Background: an optimization exercise with open tools, aiming at small area. Do not read the settings as production practice. The RTL was checked by simulation tests, not by an equivalence proof against the original design. Power and IR drop assume default switching activity.

// msf60_decoder
module msf60_decoder (
    input  wire        clk,
    input  wire        rst,
    input  wire [15:0] cfg_padding_ms,           
    input  wire        cfg_carrier_off_level,
    input  wire        edge_valid,
    input  wire        edge_level,
    input  wire [31:0] edge_time_ms,
    output wire        edge_ready,
    output reg         time_available,
    output reg  [2:0]  parity_outcome,
    output wire [7:0]  frame_length_seconds,
    output wire [1:0]  leap_second_indicator,
    output wire [7:0]  lf_minute_bcd,
    output wire [7:0]  lf_hour_bcd,
    output wire [7:0]  lf_weekday_bcd,
    output wire [7:0]  lf_date_bcd,
    output wire [7:0]  lf_month_bcd,
    output wire [7:0]  lf_year_bcd,
    output reg         lf_dst_active,
    output reg         lf_dst_imminent,
    output wire [15:0] lf_dut1_positive_ms,
    output wire [15:0] lf_dut1_negative_ms,
    output wire [1:0]  lf_leap_second_indicator,
    output wire [7:0]  lf_frame_length_seconds,
    output wire [63:0] lf_epoch_seconds
);
==> flow/config.mk <==
export PLATFORM = sky130hd
export DESIGN_NAME = msf60_decoder
export DESIGN_NICKNAME = msf60_decoder
export VERILOG_FILES = /design/flow/design.v
export SDC_FILE = /design/flow/constraint.sdc
export NUM_CORES = 4
export LEC_CHECK = 0
export CAP_MARGIN = 20
export CORE_MARGIN = 2
export CORE_UTILIZATION = 40
export SLEW_MARGIN = 20
==> flow/constraint.sdc <==
create_clock -name core_clock -period 15.0 [get_ports {clk}]
set_input_delay 3.0000 -clock core_clock [delete_from_list [all_inputs] [get_ports {clk}]]
set_output_delay 3.0000 -clock core_clock [all_outputs]
set_load 0.01 [all_outputs]
standard.sh (not shown) runs the stock make flow with config.mk's settings and CLKGATE_MAP_FILE= SYNTH_SCRIPT=/design/flow/synth_recipe.tcl, a recipe that flattens the netlist after the stock synthesis.
==> flow/flow/run.sh <==
#!/bin/bash
set -euo pipefail
export BUFFER_PORTS_ARGS="-buffer_cell sky130_fd_sc_hd__buf_1"
export CTS_ARGS="-sink_clustering_enable -repair_clock_nets -buf_list sky130_fd_sc_hd__clkbuf_16 -sink_clustering_size 30 -sink_clustering_max_diameter 50 -dont_use_dummy_load"
bash standard.sh > flow_make.log 2>&1
The first run produced a clean layout.
Then changed:
==> flow/flow/run.sh (replaced) <==
#!/bin/bash
set -euo pipefail
export BUFFER_PORTS_ARGS="-buffer_cell sky130_fd_sc_hd__buf_1"
export CTS_ARGS="-sink_clustering_enable -repair_clock_nets -buf_list sky130_fd_sc_hd__clkbuf_4 -sink_clustering_size 9 -sink_clustering_max_diameter 80 -dont_use_dummy_load"
export SKIP_REPAIR_TIE_FANOUT=1
bash standard.sh > flow_make.log 2>&1
Worst setup slack got worse by 27 ps.
Area after synthesis is unchanged.
Sequential power is about the same.
Non-clock buffer count drops by 2.
Final area drops by 5.1%.
Then changed:
==> flow/flow/run.sh (replaced) <==
#!/bin/bash
set -euo pipefail
export BUFFER_PORTS_ARGS="-buffer_cell sky130_fd_sc_hd__buf_1"
export CTS_ARGS="-sink_clustering_enable -repair_clock_nets -buf_list sky130_fd_sc_hd__clkbuf_8 -sink_clustering_size 16 -sink_clustering_max_diameter 40 -dont_use_dummy_load"
export SKIP_REPAIR_TIE_FANOUT=1
bash standard.sh > flow_make.log 2>&1
Outcome: Via count stays flat; cell area came out higher by 2.2%; first-iteration DRC count came out lower by 12%; fmax barely changes; wire length came out lower by about 0.7%; sequential power hardly moves.
Then changed:
==> flow/flow/run.sh (replaced) <==
#!/bin/bash
set -euo pipefail
export BUFFER_PORTS_ARGS="-buffer_cell sky130_fd_sc_hd__buf_1"
export CTS_ARGS="-sink_clustering_enable -repair_clock_nets -buf_list sky130_fd_sc_hd__clkbuf_4 -sink_clustering_size 8 -sink_clustering_max_diameter 100 -dont_use_dummy_load"
export SKIP_REPAIR_TIE_FANOUT=1
bash standard.sh > flow_make.log 2>&1
The new run completed with no timing, DRC or antenna violations; synthesized area is unchanged; total power fell by 10%; synthesized cell count stays the same; cell area fell by 2.0%; worst hold slack gets better by 21 ps; via count barely changes.


== run E ==
Starting RTL as in the previous note.
Settings: LEC_CHECK=0, CAP_MARGIN=20, CORE_MARGIN=2, CORE_UTILIZATION=40, SLEW_MARGIN=20; clock period 15.0 ns.
==> flow/flow/run.sh <==
#!/bin/bash
set -euo pipefail
export BUFFER_PORTS_ARGS="-buffer_cell sky130_fd_sc_hd__buf_1"
export CTS_ARGS="-sink_clustering_enable -repair_clock_nets -buf_list sky130_fd_sc_hd__clkbuf_4 -sink_clustering_size 12 -sink_clustering_max_diameter 40 -dont_use_dummy_load"

bash standard.sh > flow_make.log 2>&1
Changes in run C relative to run E:
==> flow/flow/run.sh <==
#!/bin/bash
set -euo pipefail
export BUFFER_PORTS_ARGS="-buffer_cell sky130_fd_sc_hd__buf_1"
export CTS_ARGS="-sink_clustering_enable -repair_clock_nets -buf_list sky130_fd_sc_hd__clkbuf_4 -sink_clustering_size 10 -sink_clustering_max_diameter 60 -dont_use_dummy_load"
export SKIP_REPAIR_TIE_FANOUT=1
bash standard.sh > flow_make.log 2>&1
Findings:
- Portion of the layout cell area used by non-clock buffers: run E vs run C, no meaningful difference
- Diff run E -> run C: via count normalized by instance count rose by 3.6%; via count of the first global-routing pass moved down; clock buffer count in the final layout dropped 21%; area growth from synthesis to layout lower.
- Pin count of the biggest net entering global routing, run E and run C: smaller value in run E


lagoon:
Starting RTL as in the previous note.
clock: 15.0 ns
lec_check: 0
cap_margin: 20
core_margin: 2
core_utilization: 40
slew_margin: 20
==> flow/flow/run.sh <==
#!/bin/bash
set -euo pipefail
export BUFFER_PORTS_ARGS="-buffer_cell sky130_fd_sc_hd__buf_1"
export CTS_ARGS="-sink_clustering_enable -repair_clock_nets -buf_list sky130_fd_sc_hd__clkbuf_2 -sink_clustering_size 6 -sink_clustering_max_diameter 25 -dont_use_dummy_load"
export SKIP_REPAIR_TIE_FANOUT=1
bash standard.sh > flow_make.log 2>&1
The following lists how cedar was set up differently from lagoon:
==> flow/flow/run.sh <==
#!/bin/bash
set -euo pipefail
export BUFFER_PORTS_ARGS="-buffer_cell sky130_fd_sc_hd__buf_1"
export CTS_ARGS="-sink_clustering_enable -repair_clock_nets -buf_list sky130_fd_sc_hd__clkbuf_4 -sink_clustering_size 10 -sink_clustering_max_diameter 40 -dont_use_dummy_load"
bash standard.sh > flow_make.log 2>&1
--- outcome ---
- The delay contributed by the slowest stage of the critical path of cedar and that of lagoon are within noise of each other.
- Against lagoon as the reference, cedar delivers a higher fraction of area in multi-input gates.
- Against lagoon, cedar reports a proportion of power drawn by the clock network that is lower.
- Clock-pin slew of the registers on the worst-case setup and hold paths is higher on cedar
- Summary — antenna diode count, cedar relative to lagoon: higher, by 1.
- Final critical path time including I/O delays and setup on cedar is up relative to lagoon.
- Summary: with lagoon as the reference, final-layout clock buffer total in cedar moved down by more than a quarter.
- cedar gives more transition at the pin with the smallest max-transition slack than lagoon did.
- Summary of the comparison: worst path arrival time is lower in cedar, relative to lagoon.
- The pre-CTS setup slack of cedar falls short of that of lagoon by 5.7 ps.
[inputs] maple vs cedar
--- a/flow/flow/run.sh
+++ b/flow/flow/run.sh
@@ -4,0 +5,2 @@
+export SKIP_REPAIR_TIE_FANOUT=1
+export RECOVER_POWER=100
Findings:
cedar was carried through to the last stage, and its layout satisfied the timing, design-rule and antenna checks.
maple: flow complete, layout not clean; failing: max-capacitance violations, max-slew violations
Going from cedar to maple, actual transition at the worst max-transition pin increased 1940 ps, share of final layout cell area taken by non-clock buffers fell 0.30 points, number of pins exceeding their max-slew limit in the final report climbed 150, routed length on met3 has increased, design area went down about 2%.
Via count of the first global-routing pass is higher on cedar
In maple the final cycle utilization of the critical path turned out 0.19 points lower than in cedar.
Comparing maple and cedar, the higher post-placement worst setup slack is on maple.
Comparing maple and cedar, the higher instance count on the critical path is on maple.
maple ends up with lower layout buffer count excluding clock buffers than cedar does.
[inputs] yarrow vs maple
--- a/flow/flow/run.sh
+++ b/flow/flow/run.sh
@@ -6 +5,0 @@
-export RECOVER_POWER=100
Every stage of the flow completed for yarrow, and the final layout passed the timing, design-rule and antenna checks. On worst hold slack, yarrow and maple are neck and neck. Between yarrow and maple, the difference in multi-input gate area in the final layout is negligible. Total power essentially unchanged between maple and yarrow.
The following lists how fjord was set up differently from yarrow:
==> flow/flow/run.sh <==
#!/bin/bash
set -euo pipefail
export BUFFER_PORTS_ARGS="-buffer_cell sky130_fd_sc_hd__buf_1"
export CTS_ARGS="-sink_clustering_enable -repair_clock_nets -buf_list sky130_fd_sc_hd__clkbuf_4 -sink_clustering_size 10 -sink_clustering_max_diameter 80 -dont_use_dummy_load"
export SKIP_REPAIR_TIE_FANOUT=1
bash standard.sh > flow_make.log 2>&1
--- outcome ---
- Higher layout overhead on the synthesized area goes to yarrow over fjord.
- Changes observed in fjord relative to yarrow: synthesized area level; power consumption has decreased; final worst slack grew by 6.8 ps.
Edits applied to the flow inputs when going from fjord to xenon:
==> flow/flow/run.sh <==
#!/bin/bash
# Own layout flow: the standard flow with its standard synthesis unchanged, plus
# - port buffers of the smallest buffer cell (buf_1) instead of the buffer_ports default;
# - a clock tree of clkbuf_4 sink-cluster buffers (10 sinks each) without dummy load cells;
# - one shared tie-low cell for the constant outputs (no per-load tie cloning).
# The make output goes to flow_make.log in the folder this runs in; ORFS keeps each
# step's log under orfs/logs/.
set -euo pipefail
export BUFFER_PORTS_ARGS="-buffer_cell sky130_fd_sc_hd__buf_1"
export CTS_ARGS="-sink_clustering_enable -repair_clock_nets -buf_list sky130_fd_sc_hd__clkbuf_4 -sink_clustering_size 10 -sink_clustering_max_diameter 40 -dont_use_dummy_load"
export SKIP_REPAIR_TIE_FANOUT=1
bash standard.sh > flow_make.log 2>&1
### Flow results
Higher final cell utilization of the core was reported by xenon, not fjord. Number of DRC violations after detailed routing came out exactly the same in fjord and xenon. Compared with fjord, in xenon total CTS buffers went up by about 43%, part of the total power dissipated in the clock network saw an increase, power per unit of standard cell area grew by about 3.5%, clock latency reported for the late side of the worst-skew pair has decreased. The peak clock frequency supported by timing was comparable across fjord and xenon. Comparing fjord and xenon, the higher relative area change from synthesis to final layout was measured on xenon. fjord has a lower number of non-filler instances in the completed layout than xenon. Going from fjord to xenon, global-route wire length before repair climbed 0.61%; global-route usage barely changed.


msf60_decoder, a different RTL version from the one above (not shown whole).
For scale: about 1,300 cells after synthesis, about 220 I/O pins.
==> flow/design.v (excerpt) <==
module msf60_decoder (
    input  wire        clk,
    input  wire        rst,
    input  wire [15:0] cfg_padding_ms,           
    input  wire        cfg_carrier_off_level,
    input  wire        edge_valid,
    input  wire        edge_level,
    input  wire [31:0] edge_time_ms,
    output wire        edge_ready,
    output reg         time_available,
    output reg  [2:0]  parity_outcome,
    output wire [7:0]  frame_length_seconds,
    output wire [1:0]  leap_second_indicator,
    output wire [7:0]  lf_minute_bcd,
    output wire [7:0]  lf_hour_bcd,
    output wire [7:0]  lf_weekday_bcd,
    output wire [7:0]  lf_date_bcd,
    output wire [7:0]  lf_month_bcd,
    output wire [7:0]  lf_year_bcd,
    output reg         lf_dst_active,
    output reg         lf_dst_imminent,
    output wire [15:0] lf_dut1_positive_ms,
    output wire [15:0] lf_dut1_negative_ms,
    output wire [1:0]  lf_leap_second_indicator,
    output wire [7:0]  lf_frame_length_seconds,
    output wire [63:0] lf_epoch_seconds
);
export LEC_CHECK = 0
export CAP_MARGIN = 20
export CORE_MARGIN = 2
export CORE_UTILIZATION = 40
export SLEW_MARGIN = 20
create_clock -name core_clock -period 15.0 [get_ports {clk}]
==> flow/flow/run.sh <==
#!/bin/bash
# Own layout flow: the standard flow (standard synthesis unchanged), with
# - port buffers of the smallest buffer cell instead of the buffer_ports default;
# - a clock tree of clkbuf_8 sink-cluster buffers without dummy load cells.
# The make output goes to flow_make.log in the folder this runs in.
set -euo pipefail
export BUFFER_PORTS_ARGS="-buffer_cell sky130_fd_sc_hd__buf_1"
export CTS_ARGS="-sink_clustering_enable -repair_clock_nets -buf_list sky130_fd_sc_hd__clkbuf_8 -sink_clustering_size 20 -sink_clustering_max_diameter 60 -dont_use_dummy_load"
bash standard.sh > flow_make.log 2>&1
The starting point produced a clean layout.
Change:
==> flow/run.sh (new file) <==
#!/bin/bash
# synth_recipe.tcl (not shown) runs the flow's synth.tcl, then flattens the netlist and writes it again
# the make line also repeats each setting of config.mk as NAME=value (left out here)
make -C /OpenROAD-flow-scripts/flow DESIGN_CONFIG=/design/flow/config.mk WORK_HOME=/design/flow/orfs CLKGATE_MAP_FILE= SYNTH_SCRIPT=/design/flow/synth_recipe.tcl finish
- CTS_BUF_LIST: not set -> sky130_fd_sc_hd__clkbuf_8
- CTS_CLUSTER_DIAMETER: not set -> 60
- CTS_CLUSTER_SIZE: not set -> 20
removed: flow/flow/run.sh
removed: flow/standard.sh
After rerunning:
- The changed run finished with timing, DRC and antenna clean
- setup slack is worse by 0.077 ns
- worst hold slack improves by 0.0054 ns
- power rises by roughly a tenth
- wire length came out higher by a few percent
- die area stays the same


Another version of the RTL of msf60_decoder (not shown whole).
Size: about 1000 cells after synthesis, about 260 flip-flops, roughly 220 I/O pins, about 13000 um2 of cells after synthesis.
export LEC_CHECK = 0
export CAP_MARGIN = 20
export CORE_MARGIN = 2
export CORE_UTILIZATION = 40
export SLEW_MARGIN = 20
create_clock -name core_clock -period 15.0 [get_ports {clk}]
==> flow/flow/run.sh <==
#!/bin/bash
# Own layout flow: the standard flow with its standard synthesis unchanged, plus
# - port buffers of the smallest buffer cell (buf_1) instead of the buffer_ports default;
# - a clock tree of clkbuf_4 sink-cluster buffers (up to 9 sinks within 70 um each)
#   without dummy load cells;
# - one shared tie-low cell for the constant outputs (no per-load tie cloning).
# The make output goes to flow_make.log in the folder this runs in; ORFS keeps each
# step's log under orfs/logs/.
set -euo pipefail
export BUFFER_PORTS_ARGS="-buffer_cell sky130_fd_sc_hd__buf_1"
export CTS_ARGS="-sink_clustering_enable -repair_clock_nets -buf_list sky130_fd_sc_hd__clkbuf_4 -sink_clustering_size 9 -sink_clustering_max_diameter 70 -dont_use_dummy_load"
export SKIP_REPAIR_TIE_FANOUT=1
bash standard.sh > flow_make.log 2>&1
The starting point produced a clean layout.
==> next run, changes <==
==> flow/flow/run.sh (replaced) <==
#!/bin/bash
set -euo pipefail
export BUFFER_PORTS_ARGS="-buffer_cell sky130_fd_sc_hd__buf_1"
export CTS_ARGS="-sink_clustering_enable -repair_clock_nets -buf_list sky130_fd_sc_hd__clkbuf_4 -sink_clustering_size 10 -sink_clustering_max_diameter 60 -dont_use_dummy_load"
export SKIP_REPAIR_TIE_FANOUT=1
bash standard.sh > flow_make.log 2>&1
- CORE_UTILIZATION: 40 -> 65
Result:
- The changed run ran to the end with no violations
- design area goes down by 2.0%
- critical path depth goes down by 1
- register-to-register slack stays flat
- total power goes down by about 3%
- setup slack improved by 0.092 ns
==> next run, changes <==
==> flow/flow/run.sh (replaced) <==
#!/bin/bash
set -euo pipefail
export BUFFER_PORTS_ARGS="-buffer_cell sky130_fd_sc_hd__buf_1"
export CTS_ARGS="-sink_clustering_enable -repair_clock_nets -buf_list sky130_fd_sc_hd__clkbuf_4 -sink_clustering_size 9 -sink_clustering_max_diameter 70 -dont_use_dummy_load"
export SKIP_REPAIR_TIE_FANOUT=1
bash standard.sh > flow_make.log 2>&1
- CORE_UTILIZATION: 65 -> 40
The changed run completed without violations. Area after synthesis does not change. Synthesized cell count is unchanged. Setup slack degrades by 0.092 ns. Clock skew rises by 0.075 ns.


Starting RTL as in the previous note.
export LEC_CHECK = 0
export CAP_MARGIN = 20
export CORE_MARGIN = 2
export CORE_UTILIZATION = 60
export SLEW_MARGIN = 20
create_clock -name core_clock -period 15.0 [get_ports {clk}]
==> flow/flow/run.sh <==
#!/bin/bash
set -euo pipefail
export BUFFER_PORTS_ARGS="-buffer_cell sky130_fd_sc_hd__buf_1"
export CTS_ARGS="-sink_clustering_enable -repair_clock_nets -buf_list sky130_fd_sc_hd__clkbuf_4 -sink_clustering_size 10 -sink_clustering_max_diameter 80 -dont_use_dummy_load"
export SKIP_REPAIR_TIE_FANOUT=1
bash standard.sh > flow_make.log 2>&1
Next try:
==> flow/flow/run.sh (replaced) <==
#!/bin/bash
set -euo pipefail
export BUFFER_PORTS_ARGS="-buffer_cell sky130_fd_sc_hd__buf_1"
export CTS_ARGS="-sink_clustering_enable -repair_clock_nets -buf_list sky130_fd_sc_hd__clkbuf_4 -sink_clustering_size 9 -sink_clustering_max_diameter 50 -dont_use_dummy_load"
export SKIP_REPAIR_TIE_FANOUT=1
bash standard.sh > flow_make.log 2>&1
--- a/flow/config.mk
+++ b/flow/config.mk
@@ -8,4 +8,4 @@
 export CAP_MARGIN = 20
 export CORE_MARGIN = 2
-export CORE_UTILIZATION = 60
+export CORE_UTILIZATION = 70
 export SLEW_MARGIN = 20
After rerunning: Via count rose by a few percent; combinational power rose slightly; sequential cell count does not change; total power rose by a few percent; count of clock-buffer cells in the layout rose by 7; clock skew fell by 0.021 ns; setup slack is worse by 0.21 ns; utilization rose by 11 points; die area fell by roughly a tenth; area after synthesis stays the same.
Next try:
==> flow/flow/run.sh (replaced) <==
#!/bin/bash
set -euo pipefail
export BUFFER_PORTS_ARGS="-buffer_cell sky130_fd_sc_hd__buf_1"
export CTS_ARGS="-sink_clustering_enable -repair_clock_nets -buf_list sky130_fd_sc_hd__clkbuf_4 -sink_clustering_size 8 -sink_clustering_max_diameter 100 -dont_use_dummy_load"
export SKIP_REPAIR_TIE_FANOUT=1
bash standard.sh > flow_make.log 2>&1
--- a/flow/config.mk
+++ b/flow/config.mk
@@ -8,4 +8,4 @@
 export CAP_MARGIN = 20
 export CORE_MARGIN = 2
-export CORE_UTILIZATION = 70
+export CORE_UTILIZATION = 40
 export SLEW_MARGIN = 20
Result: Final area came out higher by a few percent. Power rose slightly. Critical path depth does not change. Routed wire length is lower slightly.

-- static timing again, ports no longer ideal --
Ports are ideal in the flow. The routed layouts listed here were re-timed in OpenROAD.
Step 1 assumes that a clkbuf_16 drives the clock port and a buf_2 every other input.
Step 2 moves the port delays by t, midway between the first and last clock arrival at a register: inputs arrive t later, outputs are due t later. That takes back most of the time a late clock gives input paths.
Slacks: ideal / step 1 / step 2; pairs: ideal / step 1.
run | t, ns | slack for setup (ns) | clock arrival spread, ns | slew at the worst register clock pin (ns)
the first run of note 1 | 0.583 | 0.503 / 0.525 / -0.058 | 0.047 / 0.048 | 0.07 / 0.07
the second run of note 1 | 0.652 | 0.476 / 0.493 / -0.159 | 0.106 / 0.106 | 0.12 / 0.12
the third run of note 1 | 0.564 | 0.500 / 0.514 / -0.049 | 0.061 / 0.061 | 0.08 / 0.08
the fourth run of note 1 | 0.688 | 0.521 / 0.535 / -0.152 | 0.089 / 0.089 | 0.10 / 0.10
run E | 0.693 | 0.482 / 0.500 / -0.193 | 0.148 / 0.148 | 0.12 / 0.12
run C | 0.672 | 0.522 / 0.535 / -0.137 | 0.112 / 0.112 | 0.12 / 0.12
lagoon | 0.877 | 0.669 / 0.685 / -0.192 | 0.131 / 0.132 | 0.11 / 0.11
cedar | 0.694 | 0.471 / 0.490 / -0.204 | 0.128 / 0.128 | 0.11 / 0.11
maple | 0.677 | 0.500 / 0.513 / -0.164 | 0.100 / 0.100 | 0.10 / 0.10
yarrow | 0.677 | 0.500 / 0.514 / -0.163 | 0.099 / 0.098 | 0.10 / 0.10
fjord | 0.711 | 0.506 / 0.521 / -0.190 | 0.079 / 0.079 | 0.12 / 0.12
xenon | 0.677 | 0.500 / 0.514 / -0.163 | 0.099 / 0.098 | 0.10 / 0.10
the first run of note 4 | 0.591 | 0.625 / 0.646 / 0.055 | 0.048 / 0.048 | 0.12 / 0.12
the second run of note 4 | 0.625 | 0.548 / 0.569 / -0.056 | 0.026 / 0.026 | 0.11 / 0.11
the first run of note 5 | 0.620 | 0.581 / 0.603 / -0.017 | 0.108 / 0.108 | 0.11 / 0.11
the second run of note 5 | 0.704 | 0.673 / 0.689 / -0.015 | 0.033 / 0.032 | 0.12 / 0.12
the third run of note 5 | 0.620 | 0.581 / 0.603 / -0.017 | 0.108 / 0.108 | 0.11 / 0.11
the first run of note 6 | 0.714 | 0.778 / 0.782 / 0.068 | 0.065 / 0.066 | 0.12 / 0.12
the second run of note 6 | 0.647 | 0.566 / 0.583 / -0.063 | 0.045 / 0.045 | 0.11 / 0.11
the third run of note 6 | 0.683 | 0.601 / 0.623 / -0.060 | 0.041 / 0.040 | 0.12 / 0.12
For lagoon, which loses most, drivers alone change the setup slack by +0.016 ns; drivers and shift together by -0.861 ns.
